Context: an optimization exercise on an open-source flow, tuned for small area. The choices shown serve that exercise and are no tape-out recipe.
Function was checked by simulation only, so behaviour that the tests miss may differ from the original.
No activity file was given, so power comes from the tool's default toggle rates.

epsilon:
## ppm_core
module ppm_core (
    input  wire        clk,
    input  wire        rst,           
    input  wire        op_valid,
    input  wire [63:0] op_word,
    output reg         rsp_valid,
    output reg  [1:0]  rsp_status,
    output wire [31:0] rsp_data,
    output wire [1:0]  mode,          
    output wire [15:0] enc_reload,    
    output wire [31:0] err_count      
);
For scale: about 1300 cells after synthesis, roughly 17000 um^2 of cells after synthesis.
==> flow/config.mk <==
export PLATFORM = sky130hd
export DESIGN_NAME = ppm_core
export DESIGN_NICKNAME = ppm_core
export VERILOG_FILES = /design/flow/design.v
export SDC_FILE = /design/flow/constraint.sdc
export NUM_CORES = 4
export LEC_CHECK = 0
export ABC_AREA = 0
export CAP_MARGIN = 20
export CORE_MARGIN = 2
export CORE_UTILIZATION = 60
export PLACE_DENSITY = 0.72
export SLEW_MARGIN = 20
==> flow/constraint.sdc <==
create_clock -name core_clock -period 15.0 [get_ports {clk}]
set_input_delay 3.0000 -clock core_clock [delete_from_list [all_inputs] [get_ports {clk}]]
set_output_delay 3.0000 -clock core_clock [all_outputs]
set_load 0.01 [all_outputs]
standard.sh (not shown) runs the stock make flow with config.mk's settings and CLKGATE_MAP_FILE= SYNTH_SCRIPT=/design/flow/synth_recipe.tcl, a recipe that flattens the netlist after the stock synthesis.
==> flow/flow/run.sh <==
#!/bin/bash
# Layout: the standard flow (standard.sh, with its synthesis unchanged),
# with two settings passed to ORFS:
#  - port buffers use the smallest buffer cell (every port still gets one);
#  - CTS builds the tree from clkbuf_4 with clusters of at most 9 sinks and
#    no dummy loads.
# Each ORFS step writes its full log under orfs/logs/; make's output is in
# flow.log.
set -euo pipefail
export BUFFER_PORTS_ARGS="-buffer_cell sky130_fd_sc_hd__buf_1"
export CTS_ARGS="-sink_clustering_enable -repair_clock_nets -dont_use_dummy_load -buf_list {sky130_fd_sc_hd__clkbuf_4} -sink_clustering_size 9 -sink_clustering_max_diameter 50"
bash standard.sh finish > flow.log 2>&1
[inputs] gamma vs epsilon
diff --git a/flow/design.v b/flow/design.v
--- a/flow/design.v
+++ b/flow/design.v
@@ -65,29 +65,27 @@
     wire is_uni = ~mode_q[0] & ~mode_q[1];
     wire op_lrx   = op_valid &  op[3];
     wire op_evt   = op_valid & ~op[3] & (op[2:0] == 3'd0);
     wire op_init  = op_valid & ~op[3] & (op[2:0] == 3'd1);
     wire op_deini = op_valid & ~op[3] & (op[2:0] == 3'd2);
     wire op_nfa   = op_valid & ~op[3] & (op[2:0] == 3'd3);
     wire op_chw   = op_valid & ~op[3] & (op[2:0] == 3'd4);
     wire op_stage = op_valid & ~op[3] & (op[2:0] == 3'd5);
     wire op_swap  = op_valid & ~op[3] & (op[2:0] == 3'd6);
     wire op_ltx   = op_valid & ~op[3] & (op[2:0] == 3'd7);
     wire [10:0] rd_raw = bank_b[ci_q*11 +: 11];
     wire [11:0] rd_val = {~ge({21'd0, rd_raw}, 32'd750), rd_raw};
-    wire [11:0] w      = bz_q ? 12'd850 : rd_val;    
     wire        dev  = op_evt & is_dec & (f_ovf | f_cpf);
     wire [32:0] a_s  = rca({16'd0, f_ovf ? f_pm1 : 16'd0}, {16'd0, f_cpf ? f_val : 16'd0}, f_ovf);
-    wire [32:0] s_s  = rca({{13{r_q[18]}}, r_q},
-                           is_enc ? ~{20'd0, w} : {15'd0, a_s[16:0]}, pcv_q | is_enc);
+    wire [32:0] s_s  = rca({{13{r_q[18]}}, r_q}, {15'd0, a_s[16:0]}, pcv_q);
     wire        neg  = s_s[19];
     wire [18:0] tpos = neg ? 19'd0 : s_s[18:0];
     wire [32:0] x_s     = rca({14'd0, w_q[17:0]}, {13'd0, s_s[18:0]}, 1'b0);
     wire        thr     = w_q[18] | (~neg & (x_s[18] | x_s[19]));
     wire [18:0] ts_n    = neg ? w_q : {thr, x_s[17:0]};
     wire        fc_nz    = |fc_q;
     wire        stale    = thr & fc_nz;
     wire        big      = ge({13'd0, tpos}, 32'd2301);
     wire        term     = big & ~neg_q;
     wire        n_nz     = |si_q;
     wire        n_eq     = si_q == pc_q;
     wire        noisy_hi = noisy_q == 2'd3;
@@ -106,24 +104,28 @@
     wire [11:0] raw7     = {~ge({21'd0, raw7x}, 32'd750), raw7x};
     wire [11:0] wsrc     = op_evt ? s_s[11:0]
                          : ~ge({16'd0, f_val}, 32'd850) ? 12'd850
                          :  ge({16'd0, f_val}, 32'd2201) ? 12'd2200 : f_val[11:0];
     wire [10:0] wdata    = wsrc[10:0];
     wire [32:0] jd_s     = rca({20'd0, s_s[11:0]}, ~{20'd0, raw7}, 1'b1);
     wire [12:0] jd       = jd_s[12:0];
     wire        jit      = jd[12] ? ~ge({19'd0, jd}, 32'h1DA9) : ge({19'd0, jd}, 32'd600);    
     wire        noisy_inc = (|si_q[6:3]) & jit;
     wire [32:0] fc_inc   = rca(fc_q, 32'd0, 1'b1);
     wire [32:0] ec_inc   = rca(ec_q, 32'd0, 1'b1);
     wire        eev      = op_evt & is_enc & f_ovf;
+    wire [11:0] w        = bz_q ? 12'd850 : rd_val;
+    wire [32:0] bs_s     = rca({17'd0, r_q[14:0]}, ~{20'd0, w}, 1'b1);
+    wire [14:0] bsub     = bs_s[14:0];
+    wire        bgt      = ~bs_s[15] & (|bs_s[14:0]);
     wire [3:0]  ci_inc   = {1'b0, ci_q} + 4'd1;
     wire        chw_ok   = is_dec & (op_word[7:3] == 5'd0) & ({1'b0, op_word[2:0]} < cnt_q);
     wire        stage_ok = is_enc & (op_word[23:19] == 5'd0);
     wire        fc_new   = fc_q != lr_q;
     wire [2:0]  wa_idx   = op_evt ? s_idx : op_word[18:16];
     wire        wa_en    = d_store | (op_stage & stage_ok);
     wire        b_copy   = d_commit | (op_swap & is_enc);
     integer k;
     always @(posedge clk) begin
         for (k = 0; k < 8; k = k + 1) begin
             if ((wa_en & (wa_idx == k)) | op_init)
                 bank_a[k*11 +: 11] <= wdata;
@@ -227,25 +229,25 @@
             if (op_swap & is_enc)
                 cnt_q <= (op_word[7:3] != 5'd0) ? 4'd8 : {1'b0, op_word[2:0]};
             if (eev) begin
                 if (neg_q) begin
                     lr_q[14:0] <= ge({17'd0, r_q[14:0]}, 32'd2302) ? r_q[14:0] : 15'd2301;
                     r_q        <= 19'd20000;
                     if (cnt_q != 4'd0) begin
                         neg_q <= 1'b0;
                         ci_q  <= 3'd0;
                     end
                 end else begin
                     lr_q[14:0] <= {3'd0, w};
-                    r_q        <= {4'b0, tpos[14:0]};           
+                    r_q        <= {4'b0, bgt ? bsub : 15'd0};
                     ci_q       <= ci_inc[2:0];
                     if (ci_inc >= cnt_q)
                         neg_q <= 1'b1;
                 end
             end
         end
     end
     assign mode       = mode_q;
     assign enc_reload = {1'b0, lr_q[14:0]};
     assign err_count  = ec_q;
     assign rsp_data   = ({32{rsel_q == 2'd1}} & fc_q)
                       | ({32{rsel_q == 2'd2}} & {20'd0, rd_val})
## What came out
- epsilon → gamma: wire length shows an increase of about 8%; via count shows an increase of 754; final cell count shows an increase of about 7%.
- Area: gamma vs epsilon -> gamma larger
- A launching element of the worst setup path of op_word[58] is what epsilon shows, while op_word[59] belongs to gamma.
- Against epsilon, power consumption in gamma fell slightly.


lane 1:
The RTL this note starts from:
==> flow/design.v <==
module ppm_core (
    input  wire        clk,
    input  wire        rst,           
    input  wire        op_valid,
    input  wire [63:0] op_word,
    output reg         rsp_valid,
    output reg  [1:0]  rsp_status,
    output wire [31:0] rsp_data,
    output wire [1:0]  mode,          
    output wire [15:0] enc_reload,    
    output wire [31:0] err_count      
);
    localparam [1:0] S_OK = 2'd0, S_NOT_READY = 2'd1, S_OUT_OF_RANGE = 2'd2, S_NONE = 2'd3;
    function [32:0] rca;
        input [31:0] a;
        input [31:0] b;
        input        ci;
        integer i;
        reg c;
        begin
            c = ci;
            for (i = 0; i < 32; i = i + 1) begin
                rca[i] = a[i] ^ b[i] ^ c;
                c = (a[i] & b[i]) | (a[i] & c) | (b[i] & c);
            end
            rca[32] = c;
        end
    endfunction
    reg [1:0]   mode_q;
    reg [1:0]   rsel_q;           
    reg [87:0]  bank_a;
    reg [87:0]  bank_b;
    reg         bz_q;             
    reg         neg_q;
    reg [3:0]   cnt_q;
    reg [2:0]   ci_q;
    reg [16:0]  r_q;
    reg [31:0]  lr_q;
    reg [6:0]   si_q;             
    reg [18:0]  ts_q;
    reg [6:0]   pc_q;             
    reg [1:0]   noisy_q;
    reg [31:0]  fc_q;             
    reg [31:0]  ec_q;             
    reg         pcv_q;            
    wire [3:0]  op     = op_word[63:60];
    wire        f_ovf  = op_word[59];
    wire        f_cpf  = op_word[58];
    wire [15:0] f_pm1  = op_word[31:16];
    wire [15:0] f_val  = op_word[15:0];
    wire is_dec = mode_q[0];
    wire is_enc = mode_q[1];
    wire is_uni = ~mode_q[0] & ~mode_q[1];
    wire op_lrx   = op_valid &  op[3];
    wire op_evt   = op_valid & ~op[3] & (op[2:0] == 3'd0);
    wire op_init  = op_valid & ~op[3] & (op[2:0] == 3'd1);
    wire op_deini = op_valid & ~op[3] & (op[2:0] == 3'd2);
    wire op_nfa   = op_valid & ~op[3] & (op[2:0] == 3'd3);
    wire op_chw   = op_valid & ~op[3] & (op[2:0] == 3'd4);
    wire op_stage = op_valid & ~op[3] & (op[2:0] == 3'd5);
    wire op_swap  = op_valid & ~op[3] & (op[2:0] == 3'd6);
    wire op_ltx   = op_valid & ~op[3] & (op[2:0] == 3'd7);
    wire [10:0] rd_raw = bank_b[ci_q*11 +: 11];
    wire [32:0] rd_s   = rca({21'd0, rd_raw}, 32'd750, 1'b0);
    wire [11:0] rd_val = rd_s[11:0];
    wire        dev  = op_evt & is_dec & (f_ovf | f_cpf);
    wire [32:0] a_s  = rca({16'd0, f_ovf ? f_pm1 : 16'd0}, {16'd0, f_cpf ? f_val : 16'd0}, f_ovf);
    wire [32:0] s_s  = rca({{15{r_q[16]}}, r_q}, {15'd0, a_s[16:0]}, pcv_q);
    wire [17:0] tpos = s_s[18] ? 18'd0 : s_s[17:0];
    wire [11:0] acc_n = (|tpos[17:12]) ? 12'hFFF : tpos[11:0];
    wire [16:0] e    = pcv_q ? tpos[16:0] : a_s[16:0];
    wire [32:0] ts_s    = rca({14'd0, ts_q[17:0]}, {15'd0, e}, 1'b0);
    wire [18:0] ts_n    = {ts_q[18] | ts_s[18], ts_s[17:0]};
    wire        fc_nz    = |fc_q;
    wire        stale    = ts_n[18] & fc_nz;
    wire        big      = acc_n >= 12'd2301;
    wire        term     = big & ~neg_q;
    wire        n_nz     = |si_q;
    wire        n_eq     = si_q == pc_q;
    wire        noisy_hi = noisy_q == 2'd3;
    wire        commit_c = n_eq & ~noisy_hi;
    wire        err_t    = ((pc_q != 7'd0) & ~n_eq) | noisy_hi;
    wire        chan     = ~big & ~neg_q & f_cpf;
    wire        short_p  = chan & (acc_n < 12'd750);
    wire        store_c  = chan & ~short_p;
    wire        d_term   = dev & term & n_nz;           
    wire        d_commit = d_term & commit_c;
    wire        d_ecinc  = dev & ((term & n_nz & ~commit_c & err_t) | short_p);
    wire        d_stale  = dev & stale;
    wire        d_store  = dev & store_c;
    wire [2:0]  s_idx    = (|si_q[6:3]) ? 3'd7 : si_q[2:0];
    wire [10:0] raw7     = bank_a[7*11 +: 11];
    wire [11:0] wsrc     = op_evt ? acc_n
                         : (f_val < 16'd850)  ? 12'd850
                         : (f_val > 16'd2200) ? 12'd2200 : f_val[11:0];
    wire [32:0] wd_s     = rca({20'd0, wsrc}, ~32'd750, 1'b1);
    wire [10:0] wdata    = wd_s[10:0];
    wire [32:0] jd_s     = rca({21'd0, wdata}, ~{21'd0, raw7}, 1'b1);
    wire [11:0] jd       = jd_s[11:0];
    wire        jit      = jd[11] ? (jd <= 12'hDA8) : (jd >= 12'd600);    
    wire        noisy_inc = (|si_q[6:3]) & jit;
    wire [32:0] fc_inc   = rca(fc_q, 32'd0, 1'b1);
    wire [32:0] ec_inc   = rca(ec_q, 32'd0, 1'b1);
    wire        eev      = op_evt & is_enc & f_ovf;
    wire [11:0] w        = bz_q ? 12'd850 : rd_val;
    wire [32:0] bs_s     = rca({17'd0, r_q[14:0]}, ~{20'd0, w}, 1'b1);
    wire [14:0] bsub     = bs_s[14:0];
    wire        bgt      = ~bs_s[15] & (|bs_s[14:0]);
    wire [3:0]  ci_inc   = {1'b0, ci_q} + 4'd1;
    wire        chw_ok   = is_dec & (op_word[7:3] == 5'd0) & ({1'b0, op_word[2:0]} < cnt_q);
    wire        stage_ok = is_enc & (op_word[23:19] == 5'd0);
    wire        fc_new   = fc_q != lr_q;
    wire [2:0]  wa_idx   = op_evt ? s_idx : op_word[18:16];
    wire        wa_en    = d_store | (op_stage & stage_ok);
    wire        b_copy   = d_commit | (op_swap & is_enc);
    integer k;
    always @(posedge clk) begin
        for (k = 0; k < 8; k = k + 1) begin
            if ((wa_en & (wa_idx == k)) | op_init)
                bank_a[k*11 +: 11] <= wdata;
        end
        if (b_copy)
            bank_b <= bank_a;
    end
    always @(posedge clk) begin
        if (rst) begin
            mode_q    <= 2'd0;
            rsp_valid <= 1'b0;
        end else begin
            rsp_valid <= op_valid;
            if (op_init)
                mode_q <= op_word[1:0];
            else if (op_deini)
                mode_q <= 2'd0;
        end
    end
    always @(posedge clk) begin
        rsp_status <= S_OK;
        rsel_q     <= 2'd0;
        if (op_ltx)
            rsp_status <= S_NONE;
        if (op_lrx)
            rsel_q <= 2'd3;
        if (op_nfa | op_chw | op_stage | op_swap) begin
            if (is_uni)
                rsp_status <= S_NOT_READY;
            else if ((op_nfa | op_chw) ? is_enc : is_dec)
                rsp_status <= S_OUT_OF_RANGE;
            else if (op_chw & ~chw_ok)
                rsp_status <= S_OUT_OF_RANGE;
            else if (op_stage & ~stage_ok)
                rsp_status <= S_OUT_OF_RANGE;
        end
        if (op_nfa & is_dec & fc_new)
            rsel_q <= 2'd1;
        if (op_chw & chw_ok & ~bz_q)
            rsel_q <= 2'd2;
    end
    always @(posedge clk) begin
        if (b_copy)
            bz_q <= 1'b0;
        else if (op_init | d_stale)
            bz_q <= 1'b1;
    end
    always @(posedge clk) begin
        if (op_init) begin
            neg_q    <= 1'b1;
            cnt_q    <= 4'd0;
            r_q      <= op_word[1] ? 17'd20000 : 17'd0;
            lr_q     <= op_word[1] ? 32'd20000 : 32'd0;
            ts_q     <= 19'd62144;
            pc_q     <= 7'd0;
            fc_q     <= 32'd0;
            ec_q     <= 32'd0;
            pcv_q    <= 1'b0;
        end else begin
            if (op_nfa & is_dec)
                lr_q <= fc_q;
            if (op_chw & is_dec)
                ci_q <= op_word[2:0];
            if (dev) begin
                r_q   <= f_cpf ? {1'b1, ~f_val} : {5'd0, acc_n};
                pcv_q <= f_cpf;
                ts_q  <= d_commit ? 19'd62144 : ts_n;
                if (stale)
                    fc_q <= {31'd0, d_term};
                else if (d_term & ~fc_inc[32])
                    fc_q <= fc_inc[31:0];
                if (stale)
                    ec_q <= {31'd0, d_ecinc};
                else if (d_ecinc & ~ec_inc[32])
                    ec_q <= ec_inc[31:0];
                if (big) begin
                    neg_q   <= 1'b0;
                    si_q    <= 7'd0;
                    noisy_q <= 2'd0;
                    if (term & n_nz)
                        pc_q <= si_q;
                    if (d_commit)
                        cnt_q <= (si_q > 7'd8) ? 4'd8 : si_q[3:0];
                end else if (short_p) begin
                    neg_q <= 1'b1;
                end else if (store_c) begin
                    if (~(&si_q))
                        si_q <= si_q + 7'd1;
                    if (noisy_inc & ~noisy_hi)
                        noisy_q <= noisy_q + 2'd1;
                end
            end
            if (op_swap & is_enc)
                cnt_q <= (op_word[7:3] != 5'd0) ? 4'd8 : {1'b0, op_word[2:0]};
            if (eev) begin
                if (neg_q) begin
                    lr_q[14:0] <= (r_q[14:0] > 15'd2301) ? r_q[14:0] : 15'd2301;
                    r_q        <= 17'd20000;
                    if (cnt_q != 4'd0) begin
                        neg_q <= 1'b0;
                        ci_q  <= 3'd0;
                    end
                end else begin
                    lr_q[14:0] <= {3'd0, w};
                    r_q        <= {2'b0, bgt ? bsub : 15'd0};
                    ci_q       <= ci_inc[2:0];
                    if (ci_inc >= cnt_q)
                        neg_q <= 1'b1;
                end
            end
        end
    end
    assign mode       = mode_q;
    assign enc_reload = {1'b0, lr_q[14:0]};
    assign err_count  = ec_q;
    assign rsp_data   = ({32{rsel_q == 2'd1}} & fc_q)
                      | ({32{rsel_q == 2'd2}} & {20'd0, rd_val})
                      | {31'd0, rsel_q == 2'd3};
endmodule
Settings: LEC_CHECK=0, ABC_AREA=0, CAP_MARGIN=20, CORE_MARGIN=2, CORE_UTILIZATION=50, PLACE_DENSITY=0.65, SLEW_MARGIN=20; clock period 15.0 ns.
run.sh (not shown) runs the stock make flow with config.mk's settings and CLKGATE_MAP_FILE= SYNTH_SCRIPT=/design/flow/synth_recipe.tcl, a recipe that flattens the netlist after the stock synthesis.
Stock flow here: none of the scripts above is used.
Layout checks on lane 1: not met. Flow itself completed; violations: setup timing.
[inputs] lane 2 vs lane 1
diff --git a/flow/design.v b/flow/design.v
--- a/flow/design.v
+++ b/flow/design.v
@@ -32,14 +32,14 @@
     reg [87:0]  bank_b;
     reg         bz_q;             
     reg         neg_q;
     reg [3:0]   cnt_q;
     reg [2:0]   ci_q;
-    reg [16:0]  r_q;
+    reg [18:0]  r_q;
     reg [31:0]  lr_q;
     reg [6:0]   si_q;             
-    reg [18:0]  ts_q;
+    reg [18:0]  w_q;
     reg [6:0]   pc_q;             
     reg [1:0]   noisy_q;
     reg [31:0]  fc_q;             
     reg [31:0]  ec_q;             
     reg         pcv_q;            
@@ -63,36 +63,37 @@
     wire [10:0] rd_raw = bank_b[ci_q*11 +: 11];
     wire [32:0] rd_s   = rca({21'd0, rd_raw}, 32'd750, 1'b0);
     wire [11:0] rd_val = rd_s[11:0];
     wire        dev  = op_evt & is_dec & (f_ovf | f_cpf);
     wire [32:0] a_s  = rca({16'd0, f_ovf ? f_pm1 : 16'd0}, {16'd0, f_cpf ? f_val : 16'd0}, f_ovf);
-    wire [32:0] s_s  = rca({{15{r_q[16]}}, r_q}, {15'd0, a_s[16:0]}, pcv_q);
-    wire [17:0] tpos = s_s[18] ? 18'd0 : s_s[17:0];
-    wire [11:0] acc_n = (|tpos[17:12]) ? 12'hFFF : tpos[11:0];
-    wire [16:0] e    = pcv_q ? tpos[16:0] : a_s[16:0];
-    wire [32:0] ts_s    = rca({14'd0, ts_q[17:0]}, {15'd0, e}, 1'b0);
-    wire [18:0] ts_n    = {ts_q[18] | ts_s[18], ts_s[17:0]};
+    wire [32:0] s_s  = rca({{13{r_q[18]}}, r_q}, {15'd0, a_s[16:0]}, pcv_q);
+    wire        neg  = s_s[19];
+    wire [18:0] tpos = neg ? 19'd0 : s_s[18:0];
+    wire [17:0] acc_sat = tpos[18] ? 18'h3FFFF : tpos[17:0];
+    wire [32:0] x_s     = rca({14'd0, w_q[17:0]}, {13'd0, s_s[18:0]}, 1'b0);
+    wire        thr     = w_q[18] | (~neg & (x_s[18] | x_s[19]));
+    wire [18:0] ts_n    = neg ? w_q : {thr, x_s[17:0]};
     wire        fc_nz    = |fc_q;
-    wire        stale    = ts_n[18] & fc_nz;
-    wire        big      = acc_n >= 12'd2301;
+    wire        stale    = thr & fc_nz;
+    wire        big      = tpos >= 19'd2301;
     wire        term     = big & ~neg_q;
     wire        n_nz     = |si_q;
     wire        n_eq     = si_q == pc_q;
     wire        noisy_hi = noisy_q == 2'd3;
     wire        commit_c = n_eq & ~noisy_hi;
     wire        err_t    = ((pc_q != 7'd0) & ~n_eq) | noisy_hi;
     wire        chan     = ~big & ~neg_q & f_cpf;
-    wire        short_p  = chan & (acc_n < 12'd750);
+    wire        short_p  = chan & (tpos < 19'd750);
     wire        store_c  = chan & ~short_p;
     wire        d_term   = dev & term & n_nz;           
     wire        d_commit = d_term & commit_c;
     wire        d_ecinc  = dev & ((term & n_nz & ~commit_c & err_t) | short_p);
     wire        d_stale  = dev & stale;
     wire        d_store  = dev & store_c;
     wire [2:0]  s_idx    = (|si_q[6:3]) ? 3'd7 : si_q[2:0];
     wire [10:0] raw7     = bank_a[7*11 +: 11];
-    wire [11:0] wsrc     = op_evt ? acc_n
+    wire [11:0] wsrc     = op_evt ? s_s[11:0]
                          : (f_val < 16'd850)  ? 12'd850
                          : (f_val > 16'd2200) ? 12'd2200 : f_val[11:0];
     wire [32:0] wd_s     = rca({20'd0, wsrc}, ~32'd750, 1'b1);
     wire [10:0] wdata    = wd_s[10:0];
     wire [32:0] jd_s     = rca({21'd0, wdata}, ~{21'd0, raw7}, 1'b1);
@@ -164,26 +165,34 @@
     end
     always @(posedge clk) begin
         if (op_init) begin
             neg_q    <= 1'b1;
             cnt_q    <= 4'd0;
-            r_q      <= op_word[1] ? 17'd20000 : 17'd0;
+            r_q      <= op_word[1] ? 19'd20000 : 19'd0;
             lr_q     <= op_word[1] ? 32'd20000 : 32'd0;
-            ts_q     <= 19'd62144;
+            w_q      <= 19'd62144;
             pc_q     <= 7'd0;
             fc_q     <= 32'd0;
             ec_q     <= 32'd0;
             pcv_q    <= 1'b0;
         end else begin
             if (op_nfa & is_dec)
                 lr_q <= fc_q;
             if (op_chw & is_dec)
                 ci_q <= op_word[2:0];
             if (dev) begin
-                r_q   <= f_cpf ? {1'b1, ~f_val} : {5'd0, acc_n};
                 pcv_q <= f_cpf;
-                ts_q  <= d_commit ? 19'd62144 : ts_n;
+                if (f_cpf) begin
+                    r_q <= {3'b111, ~f_val};
+                    w_q <= d_commit ? 19'd62144 : ts_n;
+                end else if (d_commit) begin
+                    r_q <= 19'd4096;
+                    w_q <= 19'd58048;
+                end else begin
+                    r_q <= {1'b0, acc_sat};
+                    w_q[18] <= thr;
+                end
                 if (stale)
                     fc_q <= {31'd0, d_term};
                 else if (d_term & ~fc_inc[32])
                     fc_q <= fc_inc[31:0];
                 if (stale)
@@ -210,18 +219,18 @@
             if (op_swap & is_enc)
                 cnt_q <= (op_word[7:3] != 5'd0) ? 4'd8 : {1'b0, op_word[2:0]};
             if (eev) begin
                 if (neg_q) begin
                     lr_q[14:0] <= (r_q[14:0] > 15'd2301) ? r_q[14:0] : 15'd2301;
-                    r_q        <= 17'd20000;
+                    r_q        <= 19'd20000;
                     if (cnt_q != 4'd0) begin
                         neg_q <= 1'b0;
                         ci_q  <= 3'd0;
                     end
                 end else begin
                     lr_q[14:0] <= {3'd0, w};
-                    r_q        <= {2'b0, bgt ? bsub : 15'd0};
+                    r_q        <= {4'b0, bgt ? bsub : 15'd0};
                     ci_q       <= ci_inc[2:0];
                     if (ci_inc >= cnt_q)
                         neg_q <= 1'b1;
                 end
             end
--- outcome ---
No stage failed in lane 2, and the final checks on the layout all came back clean.
Looking at topmost layer with routed signal wires, the met4 result is from lane 2; the met5 one comes from lane 1.
Sort lane 1 and lane 2 by routed length on met2, ascending, and lane 2 comes first.
Lane 2 consumes less power than lane 1 does.
Placed cell count delta for lane 2 relative to lane 1: 4.2% lower
In the flow results for lane 1 and lane 2, the non-clock buffer count is larger on lane 1.
Lane 1 → lane 2: detailed route wirelength on metal3 higher; upper clock frequency limit now sits higher.
In the tables for lane 1 and lane 2, setup slack reads higher with lane 2.
Final standard cell area without fillers: lane 2 lower than lane 1
Going from lane 1 to lane 2, the footprint of the flip-flops and latches was found to have gone up by 60 µm².
Part of the power in combinational logic across lane 1 and lane 2: no real change.

## static timing again, ports no longer ideal
In the flow no input, the clock included, has a driving cell. The finished layouts below were timed again as built, in two steps.
Step 1 assumes that a clkbuf_16 drives the clock port and a buf_2 every other input.
Step 2 also shifts input and output timing later by t, the mid clock arrival at the registers, as if the neighbouring blocks saw the same clock.
Slacks: ideal ports / drivers / drivers and shift; pairs: ideal ports / drivers.
| run | t (ns) | setup slack, ns | worst setup path at the end | slew at the worst register clock pin (ns) | cell pins on the clock port's net |
|---|---|---|---|---|---|
| epsilon | 0.718 | 1.751 / 1.771 / 1.054 | input to register | 0.11 / 0.11 | 1 |
| gamma | 0.703 | 1.574 / 1.553 / 0.850 | input to register | 0.11 / 0.11 | 1 |
| lane 1 | 0.603 | -0.650 / -0.642 / -1.246 | input to register | 0.07 / 0.07 | 1 |
| lane 2 | 0.584 | 1.547 / 1.569 / 0.985 | input to register | 0.06 / 0.06 | 1 |
For gamma, which loses most, drivers alone change the setup slack by -0.021 ns; drivers and shift together by -0.724 ns.
